Context: an optimization exercise on an open-source flow, tuned for small area, a short achievable clock period and few clock cycles. The choices shown serve that exercise and are no tape-out recipe. Function was not checked in any run shown here: the RTL went through the layout flow alone. Power is estimated from default activity; no workload was simulated.

==> flow/design.v <==
module pgc_units (
    input  wire        clk,
    input  wire        rst,           
    input  wire        cmd_valid,
    output wire        cmd_ready,
    input  wire [3:0]  cmd_op,
    input  wire [31:0] cmd_opa,
    output reg         rsp_valid,
    output reg         rsp_refused,
    output wire [31:0] rsp_res
);
    localparam [3:0] OP_CRC_NEW   = 4'h1;
    localparam [3:0] OP_CRC_UPD   = 4'h2;
    localparam [3:0] OP_CRC_SUM16 = 4'h3;
    localparam [3:0] OP_CIPH_NEW  = 4'h4;
    localparam [3:0] OP_CIPH_ENC  = 4'h5;
    localparam [15:0] CRC_INIT     = 16'hC387;
    localparam [15:0] CRC_FEEDBACK = 16'hC37B;
    localparam [31:0] KEY          = 32'h43202F2F;
    localparam [29:0] POS_INIT     = 30'h3F7FFFD0;   
    reg [15:0] crc;
    reg [31:0] lcg;
    reg [29:0] pos;
    reg [31:0] res_q;       
    reg        res_enc;     
    function [15:0] crc_update;
        input [15:0] c_in;
        input [7:0]  b;
        reg   [15:0] c;
        integer      i;
        begin
            c = c_in ^ {8'h00, b};
            for (i = 0; i < 8; i = i + 1)
                c = c[0] ? ((c >> 1) ^ CRC_FEEDBACK) : (c >> 1);
            crc_update = c;
        end
    endfunction
    wire [31:0] lcg_next;
    wire m_s0 = lcg[2] ^ 1'b1 ^ ~lcg[4];
    wire m_c0 = (lcg[2] & 1'b1) | (lcg[2] & ~lcg[4]) | (1'b1 & ~lcg[4]);
    wire m_s1 = lcg[3] ^ ~lcg[5] ^ ~lcg[1];
    wire m_c1 = (lcg[3] & ~lcg[5]) | (lcg[3] & ~lcg[1]) | (~lcg[5] & ~lcg[1]);
    wire m_s2 = lcg[4] ^ ~lcg[6] ^ ~lcg[2];
    wire m_c2 = (lcg[4] & ~lcg[6]) | (lcg[4] & ~lcg[2]) | (~lcg[6] & ~lcg[2]);
    wire m_s3 = lcg[5] ^ 1'b1 ^ ~lcg[7];
    wire m_c3 = (lcg[5] & 1'b1) | (lcg[5] & ~lcg[7]) | (1'b1 & ~lcg[7]);
    wire m_s4 = ~lcg[3] ^ ~lcg[0] ^ m_c2;
    wire m_c4 = (~lcg[3] & ~lcg[0]) | (~lcg[3] & m_c2) | (~lcg[0] & m_c2);
    wire m_s5 = lcg[6] ^ ~lcg[8] ^ ~lcg[4];
    wire m_c5 = (lcg[6] & ~lcg[8]) | (lcg[6] & ~lcg[4]) | (~lcg[8] & ~lcg[4]);
    wire m_s6 = ~lcg[1] ^ m_c3 ^ m_s5;
    wire m_c6 = (~lcg[1] & m_c3) | (~lcg[1] & m_s5) | (m_c3 & m_s5);
    wire m_s7 = lcg[7] ^ 1'b1 ^ ~lcg[9];
    wire m_c7 = (lcg[7] & 1'b1) | (lcg[7] & ~lcg[9]) | (1'b1 & ~lcg[9]);
    wire m_s8 = ~lcg[5] ^ ~lcg[2] ^ ~lcg[0];
    wire m_c8 = (~lcg[5] & ~lcg[2]) | (~lcg[5] & ~lcg[0]) | (~lcg[2] & ~lcg[0]);
    wire m_s9 = m_c5 ^ m_s7 ^ m_s8;
    wire m_c9 = (m_c5 & m_s7) | (m_c5 & m_s8) | (m_s7 & m_s8);
    wire m_s10 = lcg[8] ^ ~lcg[10] ^ ~lcg[6];
    wire m_c10 = (lcg[8] & ~lcg[10]) | (lcg[8] & ~lcg[6]) | (~lcg[10] & ~lcg[6]);
    wire m_s11 = ~lcg[3] ^ ~lcg[1] ^ m_c7;
    wire m_c11 = (~lcg[3] & ~lcg[1]) | (~lcg[3] & m_c7) | (~lcg[1] & m_c7);
    wire m_s12 = m_c8 ^ m_s10 ^ m_c9;
    wire m_c12 = (m_c8 & m_s10) | (m_c8 & m_c9) | (m_s10 & m_c9);
    wire m_s13 = lcg[9] ^ lcg[0] ^ ~lcg[11];
    wire m_c13 = (lcg[9] & lcg[0]) | (lcg[9] & ~lcg[11]) | (lcg[0] & ~lcg[11]);
    wire m_s14 = ~lcg[7] ^ ~lcg[4] ^ ~lcg[2];
    wire m_c14 = (~lcg[7] & ~lcg[4]) | (~lcg[7] & ~lcg[2]) | (~lcg[4] & ~lcg[2]);
    wire m_s15 = m_c10 ^ m_s13 ^ m_s14;
    wire m_c15 = (m_c10 & m_s13) | (m_c10 & m_s14) | (m_s13 & m_s14);
    wire m_s16 = m_c11 ^ m_s15 ^ m_c12;
    wire m_c16 = (m_c11 & m_s15) | (m_c11 & m_c12) | (m_s15 & m_c12);
    wire m_s17 = lcg[10] ^ lcg[1] ^ ~lcg[12];
    wire m_c17 = (lcg[10] & lcg[1]) | (lcg[10] & ~lcg[12]) | (lcg[1] & ~lcg[12]);
    wire m_s18 = ~lcg[8] ^ ~lcg[5] ^ ~lcg[3];
    wire m_c18 = (~lcg[8] & ~lcg[5]) | (~lcg[8] & ~lcg[3]) | (~lcg[5] & ~lcg[3]);
    wire m_s19 = m_c13 ^ m_c14 ^ m_s17;
    wire m_c19 = (m_c13 & m_c14) | (m_c13 & m_s17) | (m_c14 & m_s17);
    wire m_s20 = m_s18 ^ m_c15 ^ m_s19;
    wire m_c20 = (m_s18 & m_c15) | (m_s18 & m_s19) | (m_c15 & m_s19);
    wire m_s21 = lcg[11] ^ lcg[2] ^ 1'b1;
    wire m_c21 = (lcg[11] & lcg[2]) | (lcg[11] & 1'b1) | (lcg[2] & 1'b1);
    wire m_s22 = ~lcg[13] ^ ~lcg[9] ^ ~lcg[6];
    wire m_c22 = (~lcg[13] & ~lcg[9]) | (~lcg[13] & ~lcg[6]) | (~lcg[9] & ~lcg[6]);
    wire m_s23 = ~lcg[4] ^ ~lcg[0] ^ m_c17;
    wire m_c23 = (~lcg[4] & ~lcg[0]) | (~lcg[4] & m_c17) | (~lcg[0] & m_c17);
    wire m_s24 = m_c18 ^ m_s21 ^ m_s22;
    wire m_c24 = (m_c18 & m_s21) | (m_c18 & m_s22) | (m_s21 & m_s22);
    wire m_s25 = m_c19 ^ m_s23 ^ m_s24;
    wire m_c25 = (m_c19 & m_s23) | (m_c19 & m_s24) | (m_s23 & m_s24);
    wire m_s26 = lcg[12] ^ lcg[3] ^ ~lcg[14];
    wire m_c26 = (lcg[12] & lcg[3]) | (lcg[12] & ~lcg[14]) | (lcg[3] & ~lcg[14]);
    wire m_s27 = ~lcg[10] ^ ~lcg[7] ^ ~lcg[5];
    wire m_c27 = (~lcg[10] & ~lcg[7]) | (~lcg[10] & ~lcg[5]) | (~lcg[7] & ~lcg[5]);
    wire m_s28 = ~lcg[1] ^ m_c21 ^ m_c22;
    wire m_c28 = (~lcg[1] & m_c21) | (~lcg[1] & m_c22) | (m_c21 & m_c22);
    wire m_s29 = m_s26 ^ m_s27 ^ m_c23;
    wire m_c29 = (m_s26 & m_s27) | (m_s26 & m_c23) | (m_s27 & m_c23);
    wire m_s30 = m_c24 ^ m_s28 ^ m_s29;
    wire m_c30 = (m_c24 & m_s28) | (m_c24 & m_s29) | (m_s28 & m_s29);
    wire m_s31 = lcg[13] ^ lcg[4] ^ lcg[0];
    wire m_c31 = (lcg[13] & lcg[4]) | (lcg[13] & lcg[0]) | (lcg[4] & lcg[0]);
    wire m_s32 = ~lcg[15] ^ ~lcg[11] ^ ~lcg[8];
    wire m_c32 = (~lcg[15] & ~lcg[11]) | (~lcg[15] & ~lcg[8]) | (~lcg[11] & ~lcg[8]);
    wire m_s33 = ~lcg[6] ^ ~lcg[2] ^ m_c26;
    wire m_c33 = (~lcg[6] & ~lcg[2]) | (~lcg[6] & m_c26) | (~lcg[2] & m_c26);
    wire m_s34 = m_c27 ^ m_s31 ^ m_s32;
    wire m_c34 = (m_c27 & m_s31) | (m_c27 & m_s32) | (m_s31 & m_s32);
    wire m_s35 = m_c28 ^ m_s33 ^ m_s34;
    wire m_c35 = (m_c28 & m_s33) | (m_c28 & m_s34) | (m_s33 & m_s34);
    wire m_s36 = m_c29 ^ m_s35 ^ m_c30;
    wire m_c36 = (m_c29 & m_s35) | (m_c29 & m_c30) | (m_s35 & m_c30);
    wire m_s37 = lcg[14] ^ lcg[5] ^ lcg[1];
    wire m_c37 = (lcg[14] & lcg[5]) | (lcg[14] & lcg[1]) | (lcg[5] & lcg[1]);
    wire m_s38 = ~lcg[16] ^ ~lcg[12] ^ ~lcg[9];
    wire m_c38 = (~lcg[16] & ~lcg[12]) | (~lcg[16] & ~lcg[9]) | (~lcg[12] & ~lcg[9]);
    wire m_s39 = ~lcg[7] ^ ~lcg[3] ^ m_c31;
    wire m_c39 = (~lcg[7] & ~lcg[3]) | (~lcg[7] & m_c31) | (~lcg[3] & m_c31);
    wire m_s40 = m_c32 ^ m_s37 ^ m_s38;
    wire m_c40 = (m_c32 & m_s37) | (m_c32 & m_s38) | (m_s37 & m_s38);
    wire m_s41 = m_c33 ^ m_s39 ^ m_c34;
    wire m_c41 = (m_c33 & m_s39) | (m_c33 & m_c34) | (m_s39 & m_c34);
    wire m_s42 = m_s40 ^ m_c35 ^ m_s41;
    wire m_c42 = (m_s40 & m_c35) | (m_s40 & m_s41) | (m_c35 & m_s41);
    wire m_s43 = lcg[15] ^ lcg[6] ^ lcg[2];
    wire m_c43 = (lcg[15] & lcg[6]) | (lcg[15] & lcg[2]) | (lcg[6] & lcg[2]);
    wire m_s44 = ~lcg[17] ^ ~lcg[13] ^ ~lcg[10];
    wire m_c44 = (~lcg[17] & ~lcg[13]) | (~lcg[17] & ~lcg[10]) | (~lcg[13] & ~lcg[10]);
    wire m_s45 = ~lcg[8] ^ ~lcg[4] ^ m_c37;
    wire m_c45 = (~lcg[8] & ~lcg[4]) | (~lcg[8] & m_c37) | (~lcg[4] & m_c37);
    wire m_s46 = m_c38 ^ m_s43 ^ m_s44;
    wire m_c46 = (m_c38 & m_s43) | (m_c38 & m_s44) | (m_s43 & m_s44);
    wire m_s47 = m_c39 ^ m_s45 ^ m_c40;
    wire m_c47 = (m_c39 & m_s45) | (m_c39 & m_c40) | (m_s45 & m_c40);
    wire m_s48 = m_s46 ^ m_c41 ^ m_s47;
    wire m_c48 = (m_s46 & m_c41) | (m_s46 & m_s47) | (m_c41 & m_s47);
    wire m_s49 = lcg[16] ^ lcg[7] ^ lcg[3];
    wire m_c49 = (lcg[16] & lcg[7]) | (lcg[16] & lcg[3]) | (lcg[7] & lcg[3]);
    wire m_s50 = lcg[0] ^ ~lcg[18] ^ ~lcg[14];
    wire m_c50 = (lcg[0] & ~lcg[18]) | (lcg[0] & ~lcg[14]) | (~lcg[18] & ~lcg[14]);
    wire m_s51 = ~lcg[11] ^ ~lcg[9] ^ ~lcg[5];
    wire m_c51 = (~lcg[11] & ~lcg[9]) | (~lcg[11] & ~lcg[5]) | (~lcg[9] & ~lcg[5]);
    wire m_s52 = m_c43 ^ m_c44 ^ m_s49;
    wire m_c52 = (m_c43 & m_c44) | (m_c43 & m_s49) | (m_c44 & m_s49);
    wire m_s53 = m_s50 ^ m_s51 ^ m_c45;
    wire m_c53 = (m_s50 & m_s51) | (m_s50 & m_c45) | (m_s51 & m_c45);
    wire m_s54 = m_c46 ^ m_s52 ^ m_s53;
    wire m_c54 = (m_c46 & m_s52) | (m_c46 & m_s53) | (m_s52 & m_s53);
    wire m_s55 = m_c47 ^ m_s54 ^ m_c48;
    wire m_c55 = (m_c47 & m_s54) | (m_c47 & m_c48) | (m_s54 & m_c48);
    wire m_s56 = lcg[17] ^ lcg[8] ^ lcg[4];
    wire m_c56 = (lcg[17] & lcg[8]) | (lcg[17] & lcg[4]) | (lcg[8] & lcg[4]);
    wire m_s57 = lcg[1] ^ ~lcg[19] ^ ~lcg[15];
    wire m_c57 = (lcg[1] & ~lcg[19]) | (lcg[1] & ~lcg[15]) | (~lcg[19] & ~lcg[15]);
    wire m_s58 = ~lcg[12] ^ ~lcg[10] ^ ~lcg[6];
    wire m_c58 = (~lcg[12] & ~lcg[10]) | (~lcg[12] & ~lcg[6]) | (~lcg[10] & ~lcg[6]);
    wire m_s59 = m_c49 ^ m_c50 ^ m_c51;
    wire m_c59 = (m_c49 & m_c50) | (m_c49 & m_c51) | (m_c50 & m_c51);
    wire m_s60 = m_s56 ^ m_s57 ^ m_s58;
    wire m_c60 = (m_s56 & m_s57) | (m_s56 & m_s58) | (m_s57 & m_s58);
    wire m_s61 = m_c52 ^ m_s59 ^ m_s60;
    wire m_c61 = (m_c52 & m_s59) | (m_c52 & m_s60) | (m_s59 & m_s60);
    wire m_s62 = m_c53 ^ m_s61 ^ m_c54;
    wire m_c62 = (m_c53 & m_s61) | (m_c53 & m_c54) | (m_s61 & m_c54);
    wire m_s63 = lcg[18] ^ lcg[9] ^ lcg[5];
    wire m_c63 = (lcg[18] & lcg[9]) | (lcg[18] & lcg[5]) | (lcg[9] & lcg[5]);
    wire m_s64 = lcg[2] ^ ~lcg[20] ^ ~lcg[16];
    wire m_c64 = (lcg[2] & ~lcg[20]) | (lcg[2] & ~lcg[16]) | (~lcg[20] & ~lcg[16]);
    wire m_s65 = ~lcg[13] ^ ~lcg[11] ^ ~lcg[7];
    wire m_c65 = (~lcg[13] & ~lcg[11]) | (~lcg[13] & ~lcg[7]) | (~lcg[11] & ~lcg[7]);
    wire m_s66 = m_c56 ^ m_c57 ^ m_c58;
    wire m_c66 = (m_c56 & m_c57) | (m_c56 & m_c58) | (m_c57 & m_c58);
    wire m_s67 = m_s63 ^ m_s64 ^ m_s65;
    wire m_c67 = (m_s63 & m_s64) | (m_s63 & m_s65) | (m_s64 & m_s65);
    wire m_s68 = m_c59 ^ m_c60 ^ m_s66;
    wire m_c68 = (m_c59 & m_c60) | (m_c59 & m_s66) | (m_c60 & m_s66);
    wire m_s69 = m_s67 ^ m_c61 ^ m_s68;
    wire m_c69 = (m_s67 & m_c61) | (m_s67 & m_s68) | (m_c61 & m_s68);
    wire m_s70 = lcg[19] ^ lcg[10] ^ lcg[6];
    wire m_c70 = (lcg[19] & lcg[10]) | (lcg[19] & lcg[6]) | (lcg[10] & lcg[6]);
    wire m_s71 = lcg[3] ^ 1'b1 ^ ~lcg[21];
    wire m_c71 = (lcg[3] & 1'b1) | (lcg[3] & ~lcg[21]) | (1'b1 & ~lcg[21]);
    wire m_s72 = ~lcg[17] ^ ~lcg[14] ^ ~lcg[12];
    wire m_c72 = (~lcg[17] & ~lcg[14]) | (~lcg[17] & ~lcg[12]) | (~lcg[14] & ~lcg[12]);
    wire m_s73 = ~lcg[8] ^ ~lcg[0] ^ m_c63;
    wire m_c73 = (~lcg[8] & ~lcg[0]) | (~lcg[8] & m_c63) | (~lcg[0] & m_c63);
    wire m_s74 = m_c64 ^ m_c65 ^ m_s70;
    wire m_c74 = (m_c64 & m_c65) | (m_c64 & m_s70) | (m_c65 & m_s70);
    wire m_s75 = m_s71 ^ m_s72 ^ m_c66;
    wire m_c75 = (m_s71 & m_s72) | (m_s71 & m_c66) | (m_s72 & m_c66);
    wire m_s76 = m_s73 ^ m_c67 ^ m_s74;
    wire m_c76 = (m_s73 & m_c67) | (m_s73 & m_s74) | (m_c67 & m_s74);
    wire m_s77 = m_c68 ^ m_s75 ^ m_s76;
    wire m_c77 = (m_c68 & m_s75) | (m_c68 & m_s76) | (m_s75 & m_s76);
    wire m_s78 = lcg[20] ^ lcg[11] ^ lcg[7];
    wire m_c78 = (lcg[20] & lcg[11]) | (lcg[20] & lcg[7]) | (lcg[11] & lcg[7]);
    wire m_s79 = lcg[4] ^ ~lcg[22] ^ ~lcg[18];
    wire m_c79 = (lcg[4] & ~lcg[22]) | (lcg[4] & ~lcg[18]) | (~lcg[22] & ~lcg[18]);
    wire m_s80 = ~lcg[15] ^ ~lcg[13] ^ ~lcg[9];
    wire m_c80 = (~lcg[15] & ~lcg[13]) | (~lcg[15] & ~lcg[9]) | (~lcg[13] & ~lcg[9]);
    wire m_s81 = ~lcg[1] ^ m_c70 ^ m_c71;
    wire m_c81 = (~lcg[1] & m_c70) | (~lcg[1] & m_c71) | (m_c70 & m_c71);
    wire m_s82 = m_c72 ^ m_s78 ^ m_s79;
    wire m_c82 = (m_c72 & m_s78) | (m_c72 & m_s79) | (m_s78 & m_s79);
    wire m_s83 = m_s80 ^ m_c73 ^ m_c74;
    wire m_c83 = (m_s80 & m_c73) | (m_s80 & m_c74) | (m_c73 & m_c74);
    wire m_s84 = m_s81 ^ m_s82 ^ m_c75;
    wire m_c84 = (m_s81 & m_s82) | (m_s81 & m_c75) | (m_s82 & m_c75);
    wire m_s85 = m_c76 ^ m_s83 ^ m_s84;
    wire m_c85 = (m_c76 & m_s83) | (m_c76 & m_s84) | (m_s83 & m_s84);
    wire m_s86 = lcg[21] ^ lcg[12] ^ lcg[8];
    wire m_c86 = (lcg[21] & lcg[12]) | (lcg[21] & lcg[8]) | (lcg[12] & lcg[8]);
    wire m_s87 = lcg[5] ^ 1'b1 ^ ~lcg[23];
    wire m_c87 = (lcg[5] & 1'b1) | (lcg[5] & ~lcg[23]) | (1'b1 & ~lcg[23]);
    wire m_s88 = ~lcg[19] ^ ~lcg[16] ^ ~lcg[14];
    wire m_c88 = (~lcg[19] & ~lcg[16]) | (~lcg[19] & ~lcg[14]) | (~lcg[16] & ~lcg[14]);
    wire m_s89 = ~lcg[10] ^ ~lcg[2] ^ ~lcg[0];
    wire m_c89 = (~lcg[10] & ~lcg[2]) | (~lcg[10] & ~lcg[0]) | (~lcg[2] & ~lcg[0]);
    wire m_s90 = m_c78 ^ m_c79 ^ m_c80;
    wire m_c90 = (m_c78 & m_c79) | (m_c78 & m_c80) | (m_c79 & m_c80);
    wire m_s91 = m_s86 ^ m_s87 ^ m_s88;
    wire m_c91 = (m_s86 & m_s87) | (m_s86 & m_s88) | (m_s87 & m_s88);
    wire m_s92 = m_s89 ^ m_c81 ^ m_c82;
    wire m_c92 = (m_s89 & m_c81) | (m_s89 & m_c82) | (m_c81 & m_c82);
    wire m_s93 = m_s90 ^ m_s91 ^ m_c83;
    wire m_c93 = (m_s90 & m_s91) | (m_s90 & m_c83) | (m_s91 & m_c83);
    wire m_s94 = m_s92 ^ m_c84 ^ m_s93;
    wire m_c94 = (m_s92 & m_c84) | (m_s92 & m_s93) | (m_c84 & m_s93);
    wire m_s95 = lcg[22] ^ lcg[13] ^ lcg[9];
    wire m_c95 = (lcg[22] & lcg[13]) | (lcg[22] & lcg[9]) | (lcg[13] & lcg[9]);
    wire m_s96 = lcg[6] ^ ~lcg[24] ^ ~lcg[20];
    wire m_c96 = (lcg[6] & ~lcg[24]) | (lcg[6] & ~lcg[20]) | (~lcg[24] & ~lcg[20]);
    wire m_s97 = ~lcg[17] ^ ~lcg[15] ^ ~lcg[11];
    wire m_c97 = (~lcg[17] & ~lcg[15]) | (~lcg[17] & ~lcg[11]) | (~lcg[15] & ~lcg[11]);
    wire m_s98 = ~lcg[3] ^ ~lcg[1] ^ m_c86;
    wire m_c98 = (~lcg[3] & ~lcg[1]) | (~lcg[3] & m_c86) | (~lcg[1] & m_c86);
    wire m_s99 = m_c87 ^ m_c88 ^ m_c89;
    wire m_c99 = (m_c87 & m_c88) | (m_c87 & m_c89) | (m_c88 & m_c89);
    wire m_s100 = m_s95 ^ m_s96 ^ m_s97;
    wire m_c100 = (m_s95 & m_s96) | (m_s95 & m_s97) | (m_s96 & m_s97);
    wire m_s101 = m_c90 ^ m_s98 ^ m_c91;
    wire m_c101 = (m_c90 & m_s98) | (m_c90 & m_c91) | (m_s98 & m_c91);
    wire m_s102 = m_s99 ^ m_s100 ^ m_c92;
    wire m_c102 = (m_s99 & m_s100) | (m_s99 & m_c92) | (m_s100 & m_c92);
    wire m_s103 = m_s101 ^ m_c93 ^ m_s102;
    wire m_c103 = (m_s101 & m_c93) | (m_s101 & m_s102) | (m_c93 & m_s102);
    wire m_s104 = lcg[23] ^ lcg[14] ^ lcg[10];
    wire m_c104 = (lcg[23] & lcg[14]) | (lcg[23] & lcg[10]) | (lcg[14] & lcg[10]);
    wire m_s105 = lcg[7] ^ ~lcg[25] ^ ~lcg[21];
    wire m_c105 = (lcg[7] & ~lcg[25]) | (lcg[7] & ~lcg[21]) | (~lcg[25] & ~lcg[21]);
    wire m_s106 = ~lcg[18] ^ ~lcg[16] ^ ~lcg[12];
    wire m_c106 = (~lcg[18] & ~lcg[16]) | (~lcg[18] & ~lcg[12]) | (~lcg[16] & ~lcg[12]);
    wire m_s107 = ~lcg[4] ^ ~lcg[2] ^ m_c95;
    wire m_c107 = (~lcg[4] & ~lcg[2]) | (~lcg[4] & m_c95) | (~lcg[2] & m_c95);
    wire m_s108 = m_c96 ^ m_c97 ^ m_s104;
    wire m_c108 = (m_c96 & m_c97) | (m_c96 & m_s104) | (m_c97 & m_s104);
    wire m_s109 = m_s105 ^ m_s106 ^ m_c98;
    wire m_c109 = (m_s105 & m_s106) | (m_s105 & m_c98) | (m_s106 & m_c98);
    wire m_s110 = m_c99 ^ m_s107 ^ m_c100;
    wire m_c110 = (m_c99 & m_s107) | (m_c99 & m_c100) | (m_s107 & m_c100);
    wire m_s111 = m_s108 ^ m_s109 ^ m_c101;
    wire m_c111 = (m_s108 & m_s109) | (m_s108 & m_c101) | (m_s109 & m_c101);
    wire m_s112 = m_s110 ^ m_c102 ^ m_s111;
    wire m_c112 = (m_s110 & m_c102) | (m_s110 & m_s111) | (m_c102 & m_s111);
    wire m_s113 = lcg[24] ^ lcg[15] ^ lcg[11];
    wire m_c113 = (lcg[24] & lcg[15]) | (lcg[24] & lcg[11]) | (lcg[15] & lcg[11]);
    wire m_s114 = lcg[8] ^ ~lcg[26] ^ ~lcg[22];
    wire m_c114 = (lcg[8] & ~lcg[26]) | (lcg[8] & ~lcg[22]) | (~lcg[26] & ~lcg[22]);
    wire m_s115 = ~lcg[19] ^ ~lcg[17] ^ ~lcg[13];
    wire m_c115 = (~lcg[19] & ~lcg[17]) | (~lcg[19] & ~lcg[13]) | (~lcg[17] & ~lcg[13]);
    wire m_s116 = ~lcg[5] ^ ~lcg[3] ^ m_c104;
    wire m_c116 = (~lcg[5] & ~lcg[3]) | (~lcg[5] & m_c104) | (~lcg[3] & m_c104);
    wire m_s117 = m_c105 ^ m_c106 ^ m_s113;
    wire m_c117 = (m_c105 & m_c106) | (m_c105 & m_s113) | (m_c106 & m_s113);
    wire m_s118 = m_s114 ^ m_s115 ^ m_c107;
    wire m_c118 = (m_s114 & m_s115) | (m_s114 & m_c107) | (m_s115 & m_c107);
    wire m_s119 = m_c108 ^ m_s116 ^ m_s117;
    wire m_c119 = (m_c108 & m_s116) | (m_c108 & m_s117) | (m_s116 & m_s117);
    wire m_s120 = m_c109 ^ m_s118 ^ m_c110;
    wire m_c120 = (m_c109 & m_s118) | (m_c109 & m_c110) | (m_s118 & m_c110);
    wire m_s121 = m_s119 ^ m_c111 ^ m_s120;
    wire m_c121 = (m_s119 & m_c111) | (m_s119 & m_s120) | (m_c111 & m_s120);
    wire m_s122 = lcg[25] ^ lcg[16] ^ lcg[12];
    wire m_c122 = (lcg[25] & lcg[16]) | (lcg[25] & lcg[12]) | (lcg[16] & lcg[12]);
    wire m_s123 = lcg[9] ^ ~lcg[27] ^ ~lcg[23];
    wire m_c123 = (lcg[9] & ~lcg[27]) | (lcg[9] & ~lcg[23]) | (~lcg[27] & ~lcg[23]);
    wire m_s124 = ~lcg[20] ^ ~lcg[18] ^ ~lcg[14];
    wire m_c124 = (~lcg[20] & ~lcg[18]) | (~lcg[20] & ~lcg[14]) | (~lcg[18] & ~lcg[14]);
    wire m_s125 = ~lcg[6] ^ ~lcg[4] ^ m_c113;
    wire m_c125 = (~lcg[6] & ~lcg[4]) | (~lcg[6] & m_c113) | (~lcg[4] & m_c113);
    wire m_s126 = m_c114 ^ m_c115 ^ m_s122;
    wire m_c126 = (m_c114 & m_c115) | (m_c114 & m_s122) | (m_c115 & m_s122);
    wire m_s127 = m_s123 ^ m_s124 ^ m_c116;
    wire m_c127 = (m_s123 & m_s124) | (m_s123 & m_c116) | (m_s124 & m_c116);
    wire m_s128 = m_c117 ^ m_s125 ^ m_s126;
    wire m_c128 = (m_c117 & m_s125) | (m_c117 & m_s126) | (m_s125 & m_s126);
    wire m_s129 = m_c118 ^ m_s127 ^ m_c119;
    wire m_c129 = (m_c118 & m_s127) | (m_c118 & m_c119) | (m_s127 & m_c119);
    wire m_s130 = m_s128 ^ m_c120 ^ m_s129;
    wire m_c130 = (m_s128 & m_c120) | (m_s128 & m_s129) | (m_c120 & m_s129);
    wire m_s131 = lcg[26] ^ lcg[17] ^ lcg[13];
    wire m_c131 = (lcg[26] & lcg[17]) | (lcg[26] & lcg[13]) | (lcg[17] & lcg[13]);
    wire m_s132 = lcg[10] ^ 1'b1 ^ ~lcg[28];
    wire m_c132 = (lcg[10] & 1'b1) | (lcg[10] & ~lcg[28]) | (1'b1 & ~lcg[28]);
    wire m_s133 = ~lcg[24] ^ ~lcg[21] ^ ~lcg[19];
    wire m_c133 = (~lcg[24] & ~lcg[21]) | (~lcg[24] & ~lcg[19]) | (~lcg[21] & ~lcg[19]);
    wire m_s134 = ~lcg[15] ^ ~lcg[7] ^ ~lcg[5];
    wire m_c134 = (~lcg[15] & ~lcg[7]) | (~lcg[15] & ~lcg[5]) | (~lcg[7] & ~lcg[5]);
    wire m_s135 = ~lcg[0] ^ m_c122 ^ m_c123;
    wire m_c135 = (~lcg[0] & m_c122) | (~lcg[0] & m_c123) | (m_c122 & m_c123);
    wire m_s136 = m_c124 ^ m_s131 ^ m_s132;
    wire m_c136 = (m_c124 & m_s131) | (m_c124 & m_s132) | (m_s131 & m_s132);
    wire m_s137 = m_s133 ^ m_s134 ^ m_c125;
    wire m_c137 = (m_s133 & m_s134) | (m_s133 & m_c125) | (m_s134 & m_c125);
    wire m_s138 = m_c126 ^ m_s135 ^ m_s136;
    wire m_c138 = (m_c126 & m_s135) | (m_c126 & m_s136) | (m_s135 & m_s136);
    wire m_s139 = m_c127 ^ m_s137 ^ m_c128;
    wire m_c139 = (m_c127 & m_s137) | (m_c127 & m_c128) | (m_s137 & m_c128);
    wire m_s140 = m_s138 ^ m_c129 ^ m_s139;
    wire m_c140 = (m_s138 & m_c129) | (m_s138 & m_s139) | (m_c129 & m_s139);
    wire m_s141 = lcg[27] ^ lcg[18] ^ lcg[14];
    wire m_c141 = (lcg[27] & lcg[18]) | (lcg[27] & lcg[14]) | (lcg[18] & lcg[14]);
    wire m_s142 = lcg[11] ^ ~lcg[29] ^ ~lcg[25];
    wire m_c142 = (lcg[11] & ~lcg[29]) | (lcg[11] & ~lcg[25]) | (~lcg[29] & ~lcg[25]);
    wire m_s143 = ~lcg[22] ^ ~lcg[20] ^ ~lcg[16];
    wire m_c143 = (~lcg[22] & ~lcg[20]) | (~lcg[22] & ~lcg[16]) | (~lcg[20] & ~lcg[16]);
    wire m_s144 = ~lcg[8] ^ ~lcg[6] ^ ~lcg[1];
    wire m_c144 = (~lcg[8] & ~lcg[6]) | (~lcg[8] & ~lcg[1]) | (~lcg[6] & ~lcg[1]);
    wire m_s145 = m_c131 ^ m_c132 ^ m_c133;
    wire m_c145 = (m_c131 & m_c132) | (m_c131 & m_c133) | (m_c132 & m_c133);
    wire m_s146 = m_c134 ^ m_s141 ^ m_s142;
    wire m_c146 = (m_c134 & m_s141) | (m_c134 & m_s142) | (m_s141 & m_s142);
    wire m_s147 = m_s143 ^ m_s144 ^ m_c135;
    wire m_c147 = (m_s143 & m_s144) | (m_s143 & m_c135) | (m_s144 & m_c135);
    wire m_s148 = m_c136 ^ m_s145 ^ m_s146;
    wire m_c148 = (m_c136 & m_s145) | (m_c136 & m_s146) | (m_s145 & m_s146);
    wire m_s149 = m_c137 ^ m_s147 ^ m_c138;
    wire m_c149 = (m_c137 & m_s147) | (m_c137 & m_c138) | (m_s147 & m_c138);
    wire m_s150 = m_s148 ^ m_c139 ^ m_s149;
    wire m_c150 = (m_s148 & m_c139) | (m_s148 & m_s149) | (m_c139 & m_s149);
    wire m_s151 = lcg[28] ^ lcg[19] ^ lcg[15];
    wire m_c151 = (lcg[28] & lcg[19]) | (lcg[28] & lcg[15]) | (lcg[19] & lcg[15]);
    wire m_s152 = lcg[12] ^ ~lcg[30] ^ ~lcg[26];
    wire m_c152 = (lcg[12] & ~lcg[30]) | (lcg[12] & ~lcg[26]) | (~lcg[30] & ~lcg[26]);
    wire m_s153 = ~lcg[23] ^ ~lcg[21] ^ ~lcg[17];
    wire m_c153 = (~lcg[23] & ~lcg[21]) | (~lcg[23] & ~lcg[17]) | (~lcg[21] & ~lcg[17]);
    wire m_s154 = ~lcg[9] ^ ~lcg[7] ^ ~lcg[2];
    wire m_c154 = (~lcg[9] & ~lcg[7]) | (~lcg[9] & ~lcg[2]) | (~lcg[7] & ~lcg[2]);
    wire m_s155 = m_c141 ^ m_c142 ^ m_c143;
    wire m_c155 = (m_c141 & m_c142) | (m_c141 & m_c143) | (m_c142 & m_c143);
    wire m_s156 = m_c144 ^ m_s151 ^ m_s152;
    wire m_c156 = (m_c144 & m_s151) | (m_c144 & m_s152) | (m_s151 & m_s152);
    wire m_s157 = m_s153 ^ m_s154 ^ m_c145;
    wire m_c157 = (m_s153 & m_s154) | (m_s153 & m_c145) | (m_s154 & m_c145);
    wire m_s158 = m_c146 ^ m_s155 ^ m_s156;
    wire m_c158 = (m_c146 & m_s155) | (m_c146 & m_s156) | (m_s155 & m_s156);
    wire m_s159 = m_c147 ^ m_s157 ^ m_c148;
    wire m_c159 = (m_c147 & m_s157) | (m_c147 & m_c148) | (m_s157 & m_c148);
    wire m_s160 = m_s158 ^ m_c149 ^ m_s159;
    wire m_c160 = (m_s158 & m_c149) | (m_s158 & m_s159) | (m_c149 & m_s159);
    wire m_s161 = lcg[29] ^ lcg[20] ^ lcg[16];
    wire m_s162 = lcg[13] ^ lcg[0] ^ ~lcg[31];
    wire m_s163 = ~lcg[27] ^ ~lcg[24] ^ ~lcg[22];
    wire m_s164 = ~lcg[18] ^ ~lcg[10] ^ ~lcg[8];
    wire m_s165 = ~lcg[3] ^ m_c151 ^ m_c152;
    wire m_s166 = m_c153 ^ m_c154 ^ m_s161;
    wire m_s167 = m_s162 ^ m_s163 ^ m_s164;
    wire m_s168 = m_c155 ^ m_c156 ^ m_s165;
    wire m_s169 = m_s166 ^ m_s167 ^ m_c157;
    wire m_s170 = m_c158 ^ m_s168 ^ m_s169;
    wire m_s171 = m_c159 ^ m_s170 ^ m_c160;
    wire [31:0] m_ra = {m_s171, m_c150, m_c140, m_c130, m_c121, m_c112, m_c103, m_c94, m_c85, m_c77, m_c69, m_c62, m_c55, m_s55, m_c42, m_c36, m_s36, m_c25, m_c20, m_c16, m_s16, m_s11, m_c6, m_c4, m_s3, m_c1, m_c0, ~lcg[0], ~lcg[3], ~lcg[2], ~lcg[1], ~lcg[0]};
    wire [31:0] m_rb = {1'b0, m_s160, m_s150, m_s140, m_s130, m_s121, m_s112, m_s103, m_s94, m_s85, m_s77, m_s69, m_s62, 1'b0, m_s48, m_s42, 1'b0, m_s30, m_s25, m_s20, 1'b0, m_s12, m_s9, m_s6, m_s4, m_s2, m_s1, m_s0, lcg[1], lcg[0], 1'b1, 1'b0};
    assign lcg_next = m_ra + m_rb;
    wire accept = cmd_valid;
    wire is_crc_new = cmd_op == OP_CRC_NEW;
    wire is_crc_upd = cmd_op == OP_CRC_UPD;
    wire is_sum16   = cmd_op == OP_CRC_SUM16;
    wire is_new     = cmd_op == OP_CIPH_NEW;
    wire is_enc     = cmd_op == OP_CIPH_ENC;
    assign cmd_ready = 1'b1;
    assign rsp_res = res_q ^ (lcg & {32{res_enc}});
    always @(posedge clk) begin
        if (rst)
            rsp_valid <= 1'b0;
        else
            rsp_valid <= accept;
        rsp_refused <= cmd_op[3] | (cmd_op[2] & cmd_op[1]);
        res_enc     <= is_enc;
        res_q       <= is_sum16 ? {16'h0000, crc}
                                : (cmd_opa ^ {pos, 2'b00} ^ KEY);
        if (accept) begin
            if (is_crc_new) crc <= CRC_INIT;
            if (is_crc_upd) crc <= crc_update(crc, cmd_opa[7:0]);
            if (is_new) begin
                lcg <= cmd_opa;
                pos <= POS_INIT;
            end
            if (is_enc) begin
                lcg <= lcg_next;
                pos <= pos - 30'd1;
            end
        end
    end
endmodule
==> flow/run.sh <==
#!/bin/bash
# synth_recipe.tcl (not shown) runs the flow's synth.tcl, then flattens the netlist and writes it again
# the make line also repeats each setting of config.mk as NAME=value (left out here)
make -C /OpenROAD-flow-scripts/flow DESIGN_CONFIG=/design/flow/config.mk WORK_HOME=/design/flow/orfs CLKGATE_MAP_FILE= SYNTH_SCRIPT=/design/flow/synth_recipe.tcl finish
==> flow/config.mk <==
export PLATFORM = sky130hd
export DESIGN_NAME = pgc_units
export DESIGN_NICKNAME = pgc_units
export VERILOG_FILES = /design/flow/design.v
export SDC_FILE = /design/flow/constraint.sdc
export NUM_CORES = 4
export LEC_CHECK = 0
export CAP_MARGIN = 20
export CORE_MARGIN = 2
export CORE_UTILIZATION = 40
export SLEW_MARGIN = 20
==> flow/constraint.sdc <==
create_clock -name core_clock -period 8.0 [get_ports {clk}]
set_input_delay 1.6000 -clock core_clock [delete_from_list [all_inputs] [get_ports {clk}]]
set_output_delay 1.6000 -clock core_clock [all_outputs]
set_load 0.01 [all_outputs]
==> results of run 1 <==
cells by family after synthesis:
group / Yosys count / synth area share
fa+ha+maj: 195 / 0.331
xor+xnor: 170 / 0.138
other cells: 1 / 0.000345
buf+inv: 201 / 0.0706
simple gates: 252 / 0.108
flops: 113 / 0.280
compound gates: 132 / 0.0722
registers in the layout (all words and copies together), names as in the netlist:
signal,cells
pos,30
crc,16
lcg,32
res_enc,1
res_q,32
rsp_refused,1
rsp_valid,1
power by group:
group          internal, mW  total [mW]  switching, mW  leakage, nW
clock                 0.463       0.730          0.267        0.278
combinational         0.502        1.15          0.644         3.86
sequential            0.647       0.666         0.0199        0.939
total                  1.61        2.54          0.931         5.08
routing by layer:
layer | global-route usage | vias up | share of wire
met5 | 0 | - | 0
met4 | 0.0454 | 0 | 0.014
met3 | 0.0426 | 20 | 0.058
met2 | 0.320 | 208 | 0.46
met1 | 0.296 | 3643 | 0.47
li1 | - | 3477 | -
per-stage QoR:
stage,cells,utilization,hold slack [ps],setup WS (ps)
6_report,1486,0.467,491,2310
5_1_grt,1486,0.467,507,1900
4_1_cts,1486,0.467,494,2300
3_5_place_dp,1454,0.446,486,2310
3_3_place_gp,1454,0.446,475,2320
2_1_floorplan,1064,-,464,3080
cells in the mapped netlist, types with 9 or more instances:
| cell type | instances |
|---|---|
| nor2_1 | 47 |
| xnor2_1 | 123 |
| edfxtp_1 | 78 |
| ha_1 | 40 |
| xor2_1 | 46 |
| fa_1 | 155 |
| inv_1 | 173 |
| o21ai_0 | 59 |
| nor3_1 | 9 |
| nand2_1 | 132 |
| a21oi_1 | 31 |
| clkbuf_1 | 23 |
| nand3_1 | 11 |
| a21o_1 | 12 |
| dfxtp_1 | 35 |
cell type report:
class,instances,area (um^2)
Clock inverter,11,114
Inverter,173,649
Timing Repair Buffer,77,758
Multi-Input combinational cell,750,7070
Clock buffer,21,450
Tap cell,341,427
Sequential cell,113,3040
Fill cell,2449,14300
worst max-delay path, cell delays in order (launching register included):
cell and delay [ps]:
edfxtp_1 930, inv_1 410, fa_1 530, fa_1 390
inv_1 90, fa_1 420, fa_1 390, fa_1 390
ha_1 380, a31oi_1 270, nand2_1 80, o21ai_0 260
nor3_1 120, or3_1 320, a21oi_1 170, xor2_1 170
o21ai_0 90
final timing paths:
| check | cells past startpoint | to | startpoint | slack [ps] |
|---|---|---|---|---|
| max reg2reg | 16 | lcg[27] | lcg[1] | 2310 |
| max | 16 | lcg[27] | lcg[1] | 2310 |
| min | 2 | res_q[4] | crc[4] | 490 |
| min reg2reg | 2 | res_q[4] | crc[4] | 490 |
==> impl_metrics.csv, run 1 <==
group,metric,value,unit
grt,grt_max_degree,67,
floorplan,core,26800,um^2
grt,grt_overflow,0,
timing,slew_headroom,0.336,
timing,fmax,176,MHz
grt,grt_pass1_vias,7745,
synthesis,yosys_warnings,1,
power_and_ir_drop,p_leak,5.08,nW
power_and_ir_drop,powerDensity,203,nW/um^2
detailed_routing,drc_errors,0,
timing,worstMarginPinSlew,995,ps
detailed_routing,antenna_left,0,
finish,num_antenna_cells,0,
synthesis,ys.flop_type,"edfxtp_1",
clocking,clkLatencyLatePin,420,ps
clocking,cts_tree,"built",
grt,grt_pass1_wl,44200,um
finish,final_layout_size_suffix_gt1_frac,0.0463,
timing,grt_setup_unrepaired,"false",
synthesis,syn-cell-area,10900,um^2
min_path,hold_path.class,"reg2reg",
synthesis,syn_inst,1064,
flow_run,maxCapViolations,0,
finish,finalNetCount,1366,
clocking,clockBufferDepth,2,
placement,gp_congestion,0.904,
clocking,h-tree-depth,4,
timing,slew_viol_final,0,
power_and_ir_drop,totalPowerFinal,2.54,mW
clocking,cts-root-buf,"clkbuf_16",
setup_path,startpoint_type,"register",
placement,dp_hpwl,21800,um
clocking,cts_setup_buffers,0,
timing,post-route-period-util,0.711,
synthesis,ys_ff_latch,113,
finish,final_cell_mix,"inv_1, fa_1, nand2_1",
detailed_routing,drtIter0Drc,433,
setup_path,cp-end-kind,"register",
clocking,cts.sinks,113,
detailed_routing,firstDrtPassIters,7,
synthesis,synth_top_area_cell,"fa_1",
detailed_routing,vias_per_cell,4.94,
timing,period_needed,5690,ps
synthesis,synth_area_leaders,"fa_1, edfxtp_1, xnor2_1, dfxtp_1, inv_1",
floorplan,die-area,28500,um^2
floorplan,dieWidth,169,um
clocking,cts_buffers,17,
clocking,hold_buffers,0,
clocking,clk_pin_slew,60,ps
floorplan,io_pins,74,
floorplan,die_y,169,um
synthesis,synth_edf_count,78,
finish,areaGrowthSynthToFinish,15.0,%
detailed_routing,drt_wl_total,27500,um
floorplan,rows,60,
detailed_routing,num_vias,7348,
finish,finish.instance_area,12500,um^2
synthesis,synth.avg_cell_area,10.2,um^2
floorplan,start_util,0.406,
placement,numPortBuffers,72,
setup_path,crit_fanout,11,
timing,setup-tns-final,0,ps
finish,layout_commonest_cell,"inv_1",
clocking,postCtsResizedCells,0,
grt,antenna_found_initial,0,
outcome,run_status,"finished clean",
setup_path,cp_data_required_time,8140,ps
timing,fin_skew,12.6,ps
synthesis,synth_top_area_share,0.285,
setup_path,critical_path_class,"reg2reg",
placement,place_area,11900,um^2
synthesis,ys_seq_area_frac,0.280,
synthesis,synthesis.nets,1298,
synthesis,async_flop_share,0,
power_and_ir_drop,peakVddDrop,0.152,mV
detailed_routing,wl_per_cell,18.5,um
timing,finalSetupViolCount,0,
grt,grt.total_usage,0.205,
setup_path,critical_path_arrival,5830,ps
timing,final-hold-violation-count,0,
synthesis,ys_types,57,
==> inputs of run 2 (changes only) <==
--- a/flow/config.mk
+++ b/flow/config.mk
@@ -10,2 +10,3 @@
 export CORE_UTILIZATION = 40
+export SETUP_SLACK_MARGIN = 3
 export SLEW_MARGIN = 20
==> run 2 against run 1 <==
Wire length grew 6.0%. First-iteration DRC count grew 12%. Fmax grew 17%. Die area is the same. Sequential power shrank 0.9%. Synthesized area is the same. Final cell count grew 4.3%. Core utilization grew 2.7 points. Clock skew grew 0.70 ps. Flip-flop and latch count is the same. Setup slack gained 810 ps. Global-route usage grew 0.78 points. Largest cell class unchanged. Highest routed layer unchanged.
==> impl_metrics.csv, run 2 <==
group,metric,value,unit
grt,met3_usage,0.0561,
timing,setup-tns-final,0,ps
finish,multiInputGateArea,7260,um^2
finish,instances_no_fill,1550,
floorplan,die-area,28500,um^2
placement,dp_hpwl,21800,um
clocking,cts-root-buf,"clkbuf_16",
clocking,clockBufferDepth,2,
setup_path,cpMostUsedCell,"fa_1",
finish,reg_top3,"lcg (32), res_q (32), pos (30)",
synthesis,synth_compound_area_frac,0.0722,
clocking,clkLatencyLatePin,420,ps
grt,grt_overflow,0,
detailed_routing,firstDrtPassIters,5,
floorplan,core,26800,um^2
setup_path,cp-end-kind,"register",
synthesis,syn-cell-area,10900,um^2
placement,numPortBuffers,72,
floorplan,rows,60,
clocking,hold_buffers,0,
synthesis,synth_top_area_share,0.285,
detailed_routing,antenna_left,0,
finish,final_cell_mix,"inv_1, fa_1, nand2_1",
clocking,h-tree-depth,4,
synthesis,ys_types,57,
synthesis,async_flop_share,0,
floorplan,io_pins,74,
setup_path,critical_path_arrival,5020,ps
setup_path,slowest_delay,630,ps
synthesis,ys.flop_type,"edfxtp_1",
clocking,cts_tree,"built",
power_and_ir_drop,powerDensity,205,nW/um^2
setup_path,slowest_stage,"fa_2",
timing,setup_ws,3120,ps
timing,period_needed,4880,ps
grt,met2_usage,0.330,
clocking,cts.sinks,113,
synthesis,yosysMostFrequentCell,"inv_1",
finish,finalNetCount,1430,
finish,final_layout_size_suffix_gt1_frac,0.135,
detailed_routing,wl_per_cell,18.8,um
floorplan,dieWidth,169,um
placement,dp.cells,1454,
synthesis,ys_seq_area_frac,0.280,
synthesis,synth_edf_count,78,
grt,antenna_found_initial,0,
setup_path,startpoint_type,"register",
synthesis,synth_top_area_cell,"fa_1",
finish,areaGrowthSynthToFinish,21.6,%
detailed_routing,drtIter0Drc,486,
detailed_routing,drt_wl_total,29100,um
setup_path,crit_fanout,5,
placement,post-place-ws,2310,ps
floorplan,die_y,169,um
setup_path,cp_data_required_time,8150,ps
finish,layout_commonest_cell,"inv_1",
synthesis,netlist_top_cells_count,"inv_1, fa_1, nand2_1",
timing,grt_setup_unrepaired,"true",
grt,grt_pass1_vias,7954,
setup_path,critical_path_class,"reg2reg",
clocking,cts_buffers,17,
detailed_routing,vias_per_cell,4.92,
synthesis,synth_area_leaders,"fa_1, edfxtp_1, xnor2_1, dfxtp_1, inv_1",
clocking,clk_pin_slew,60,ps
placement,gp_congestion,0.904,
grt,grt_pass1_wl,45600,um
timing,slew_viol_final,0,
synthesis,ys_ff_latch,113,
synthesis,synth-xor-area-share,0.138,
min_path,hold_path.class,"reg2reg",
finish,fill_cells,2366,
synthesis,syn_inst,1064,
floorplan,start_util,0.406,
timing,fmax,205,MHz
flow_run,maxCapViolations,0,
grt,grt.total_usage,0.213,
detailed_routing,drc_errors,0,
grt,use_met1,0.301,
synthesis,synthesis.nets,1298,
timing,slew_headroom,0.348,
synthesis,yosys_warnings,1,
detailed_routing,num_vias,7633,
timing,final-hold-violation-count,0,
synthesis,muxShareOfSynthArea,0,
synthesis,synth_fa_ha_area_frac,0.331,
setup_path,crit_chain,"buf_4 > fa_1 > fa_1 > fa_1 > inv_1 > fa_1 > fa_2 > ha_4 > a21oi_4 > nand2_2 > a21o_1 > a21oi_2 > nor4b_2 > a221oi_2 > xnor2_1 > o21ai_1",
power_and_ir_drop,peakVddDrop,0.157,mV
synthesis,synthSimpleGateAreaFrac,0.108,
synthesis,synth_top_family_by_area,"adder cells",
timing,finalSetupViolCount,0,
finish,seq_area,3040,um^2
timing,post-route-period-util,0.610,
timing,worstMarginPinSlew,977,ps
power_and_ir_drop,p_leak,5.36,nW
timing,fin_skew,13.3,ps
finish,num_antenna_cells,0,
outcome,run_status,"finished clean",
synthesis,synth.avg_cell_area,10.2,um^2
grt,top_usage_layer,"met2",
grt,grt_max_degree,67,
[run 2: layer usage]
| metal | vias to the layer above | wire length (um) |
|---|---|---|
| met5 | - | 0 |
| met4 | 0 | 364 |
| met3 | 21 | 2060 |
| met2 | 245 | 13700 |
| met1 | 3761 | 13000 |
| li1 | 3606 | - |
[run 2: worst paths after layout]
kind / startpoint / endpoint / slack (ps) / depth (start not counted)
setup / recovery: lcg[13] / lcg[31] / 3120 / 16
setup reg to reg: lcg[13] / lcg[31] / 3120 / 16
hold reg to reg: crc[4] / res_q[4] / 490 / 2
hold / removal: crc[4] / res_q[4] / 490 / 2
[run 2: through the flow]
| stage | hold WS [ps] | power (mW) | area (um^2) | util |
|---|---|---|---|---|
| 2_1_floorplan | 464 | 1.49 | 10900 | - |
| 3_5_place_dp | 486 | 1.80 | 11900 | 0.446 |
| 4_1_cts | 494 | 2.59 | 12900 | 0.482 |
| 5_1_grt | 507 | 2.88 | 13200 | 0.493 |
| 6_report | 493 | 2.70 | 13200 | 0.493 |
| 3_3_place_gp | 475 | 1.80 | 11900 | 0.446 |
[run 2: logic make-up (layout without fill, tap and decap cells)]
group,after synthesis,in the layout
AOI/OAI and AO/OA,132,132
adders and majority gates,195,195
xor gates and xnor gates,170,170
and+or+nand+nor,252,252
buffers and inverters,201,346
DFF,113,113
other,1,1
[run 2: where the power goes]
| group | internal, mW | switching [mW] |
|---|---|---|
| Clock | 0.463 | 0.267 |
| Sequential | 0.647 | 0.0131 |
| Combinational | 0.597 | 0.718 |
[run 2: what timing repair did]
action	in CTS	in global routing
cloned	0	0
resized for setup	14	45
pin swaps	0	16
setup endpoints to repair	14	10
buffers inserted	44	20
endpoints found under the hold margin	0	0
[run 2: critical path, delay by kind of cell, from the launching register on]
kind	cells	cell delay [ps]
compound gates	5	810
flops	1	530
fa+ha+maj	6	2670
xor+xnor	1	150
simple gates	2	150
buf+inv	2	300
[run 2: cell type report]
| type | instances | share of cell area |
|---|---|---|
| Clock buffer | 21 | 0.0341 |
| Clock inverter | 11 | 0.00861 |
| Inverter | 173 | 0.0502 |
| Multi-Input combinational cell | 750 | 0.549 |
| Sequential cell | 113 | 0.230 |
| Tap cell | 341 | 0.0323 |
| Timing Repair Buffer | 141 | 0.0954 |
==> inputs of run 3 (changes only) <==
--- a/flow/config.mk
+++ b/flow/config.mk
@@ -10,3 +10,3 @@
 export CORE_UTILIZATION = 40
-export SETUP_SLACK_MARGIN = 3
+export SETUP_SLACK_MARGIN = 4
 export SLEW_MARGIN = 20
==> run 3 against run 2 <==
Final cell count increased by 3.0%. Clock skew is 5.4 ps higher. Sequential share of layout area fell by 1.6 points. Combinational power increased by 31%. Clock power rose by 13%. Total power rose by 18%. Die area is the same. Via count up 4.5%. Register-to-register slack better by 60 ps. Critical path depth is 1 higher.
==> impl_metrics.csv, run 3 <==
group,metric,value,unit
synthesis,syn-cell-area,10900,um^2
floorplan,die_y,169,um
synthesis,synthesis.nets,1298,
synthesis,ys_ff_latch,113,
finish,final_layout_size_suffix_gt1_frac,0.233,
setup_path,cpMostUsedCell,"fa_1",
grt,grt_pass1_wl,47600,um
detailed_routing,antenna_left,0,
finish,final_cell_mix,"inv_1, fa_1, nand2_1",
detailed_routing,drc_errors,0,
finish,layout_commonest_cell,"inv_1",
synthesis,yosys_warnings,1,
detailed_routing,drt_wl_total,30400,um
timing,period_needed,4810,ps
detailed_routing,num_vias,7980,
setup_path,crit_cells,17,
min_path,hold_path.class,"reg2reg",
synthesis,synth_top_area_cell,"fa_1",
grt,use_met1,0.310,
timing,slew_viol_final,0,
power_and_ir_drop,peakVddDrop,0.141,mV
clocking,clockBufferDepth,2,
setup_path,crit_fanout,5,
setup_path,cp.buffers_inverters,3,
detailed_routing,wl_per_cell,19.0,um
finish,finalNetCount,1476,
placement,post-place-ws,2580,ps
setup_path,timing.rr.end,"lcg[31]",
grt,met2_usage,0.354,
detailed_routing,vias_per_cell,5.00,
synthesis,synth_top_area_share,0.285,
power_and_ir_drop,totalPowerFinal,3.19,mW
setup_path,critPathTopFamily,"adder cells",
setup_path,critical_path_class,"reg2reg",
setup_path,cp-end-kind,"register",
setup_path,slowest_delay,610,ps
detailed_routing,firstDrtPassIters,5,
floorplan,core,26800,um^2
finish,areaGrowthSynthToFinish,30.5,%
synthesis,synth.avg_cell_area,10.2,um^2
setup_path,rr_worst_depth,17,
finish,final_core_util,0.530,
grt,grt_max_degree,67,
grt,met3_usage,0.0360,
synthesis,ys_types,57,
clocking,clkLatencyLatePin,410,ps
finish,num_antenna_cells,0,
power_and_ir_drop,p_leak,5.71,nW
timing,finalSetupViolCount,0,
timing,worstMarginPinSlew,1030,ps
synthesis,synth_area_leaders,"fa_1, edfxtp_1, xnor2_1, dfxtp_1, inv_1",
clocking,hold_buffers,0,
floorplan,start_util,0.406,
clocking,cts-root-buf,"clkbuf_16",
flow_run,maxCapViolations,0,
outcome,run_status,"finished clean",
placement,gp_congestion,0.922,
finish,fill_cells,2289,
floorplan,dieWidth,169,um
timing,setup-tns-final,0,ps
setup_path,cp_data_required_time,8140,ps
detailed_routing,drtIter0Drc,535,
setup_path,crit_chain,"buf_4 > fa_1 > inv_1 > fa_1 > fa_2 > inv_2 > fa_1 > fa_1 > ha_4 > a21oi_4 > nand2_1 > a21o_1 > a21oi_2 > nor4b_2 > a221oi_2 > xnor2_1 > o21ai_1",
grt,top_usage_layer,"met2",
synthesis,ys_seq_area_frac,0.280,
timing,fmax,208,MHz
setup_path,r2r_start,"lcg[12]",
synthesis,ys.flop_type,"edfxtp_1",
synthesis,synth_edf_count,78,
power_and_ir_drop,powerDensity,225,nW/um^2
grt,grt_pass1_vias,8469,
clocking,h-tree-depth,4,
finish,finish.instance_area,14200,um^2
clocking,clk_pin_slew,60,ps
grt,antenna_found_initial,0,
clocking,cts_buffers,17,
floorplan,die-area,28500,um^2
synthesis,yosysMostFrequentCell,"inv_1",
setup_path,endpoint,"lcg[31]",
placement,place_area,12200,um^2
timing,grt_setup_unrepaired,"true",
timing,post-route-period-util,0.602,
synthesis,async_flop_share,0,
floorplan,io_pins,74,
clocking,cts_tree,"built",
synthesis,syn_inst,1064,
floorplan,rows,60,
clocking,cts.sinks,113,
timing,slew_headroom,0.316,
setup_path,critical_path_arrival,4950,ps
timing,setup_ws,3190,ps
grt,grt.total_usage,0.221,
synthesis,netlist_top_cells_count,"inv_1, fa_1, nand2_1",
setup_path,slowest_stage,"fa_1",
grt,grt_overflow,0,
min_path,whs_path_depth,2,
setup_path,critPathLaunch,"lcg[12]",
timing,final-hold-violation-count,0,
placement,dp_hpwl,21800,um
timing,fin_skew,18.7,ps
setup_path,startpoint_type,"register",
placement,numPortBuffers,72,
finish,reg_top3,"lcg (32), res_q (32), pos (30)",
setup_path,r2r_slack,3190,ps
==> run 3: cell counts after synthesis <==
No cell type changed its count.
==> run 3: layout make-up <==
cell class | count | area (um^2) | share of cell area
multi-input combinational | 750 | 7730 | 0.544
sequential | 113 | 3040 | 0.214
timing repair buffer | 187 | 1690 | 0.119
inverter | 173 | 669 | 0.0471
clock buffer | 20 | 457 | 0.0322
tap | 341 | 427 | 0.0300
clock inverter | 12 | 181 | 0.0128
==> run 3: worst min path at each step <==
| stage | end | slack, ps | from |
|---|---|---|---|
| after floorplan | res_q[5] | 460 | crc[5] |
| after global placement | res_q[0] | 480 | crc[0] |
| after detailed placement | res_q[1] | 480 | crc[1] |
| after global routing | res_q[2] | 530 | crc[2] |
| after CTS | res_q[5] | 500 | crc[5] |
| final | res_q[1] | 500 | crc[1] |
==> run 3: tightest hold or removal path, stage by stage (launching register included) <==
cell and delay, ps:
edfxtp_1 360, nand2_1 50, o21ai_0 60
==> run 3: logic make-up after synthesis <==
family / count (synthesis) / share of synthesized area
XOR/XNOR: 170 / 0.138
flip-flops: 113 / 0.280
AO/OA/AOI/OAI: 132 / 0.0722
AND/OR/NAND/NOR: 252 / 0.108
other: 1 / 0.000345
adder cells (fa/ha/maj): 195 / 0.331
buffers and inverters: 201 / 0.0706
==> run 3: repair_timing <==
action | in CTS | in global routing
hold endpoints to repair | 0 | 0
pin swaps | 27 | 41
gates resized for setup | 75 | 61
endpoints found under the setup margin | 22 | 24
buffers inserted | 86 | 23
==> run 3: power breakdown <==
group | leakage, nW | total (mW) | internal, mW | switching (mW)
registers | 0.939 | 0.659 | 0.646 | 0.0125
logic | 4.46 | 1.71 | 0.807 | 0.903
clock network | 0.311 | 0.822 | 0.541 | 0.281
total | 5.71 | 3.19 | 1.99 | 1.20
==> run 3: routing by layer <==
layer | wire length, um | up-vias
met5 | 0 | -
met4 | 869 | 0
met3 | 1580 | 48
met2 | 14300 | 247
met1 | 13600 | 3983
li1 | - | 3702
==> run 3: stage by stage <==
stage,std cells,hold slack (ps)
after floorplan,1064,464
after global placement,1455,476
after detailed placement,1455,485
after CTS,1573,503
after global routing,1596,532
final,1596,501

## port drivers added, routing unchanged
The flow's constraints put no driver on any port. The routed layouts listed below were extracted and timed again, unchanged, in two steps.
Step 1 sets driving cells, clkbuf_16 on the clock port and buf_2 on the other inputs (assumed; they add their load-dependent delay and slew).
Step 2 moves the port delays by t, midway between the first and last clock arrival at a register: inputs arrive t later, outputs are due t later. That takes back most of the time a late clock gives input paths.
Slacks: no drivers / after step 1 / after step 2; pairs: no drivers / after step 1.
run | t, ns | setup slack, ns | latest minus earliest clock arrival (ns) | worst slew at a driven data input, ns | cell pins on the clock port's net
run 1 | 0.452 | 2.310 / 2.310 / 2.310 | 0.012 / 0.012 | 0.05 | 1
run 2 | 0.454 | 3.122 / 3.122 / 3.122 | 0.013 / 0.013 | 0.05 | 1
run 3 | 0.441 | 3.186 / 3.186 / 3.186 | 0.019 / 0.019 | 0.04 | 1
After both steps setup and hold are still met in every run listed.
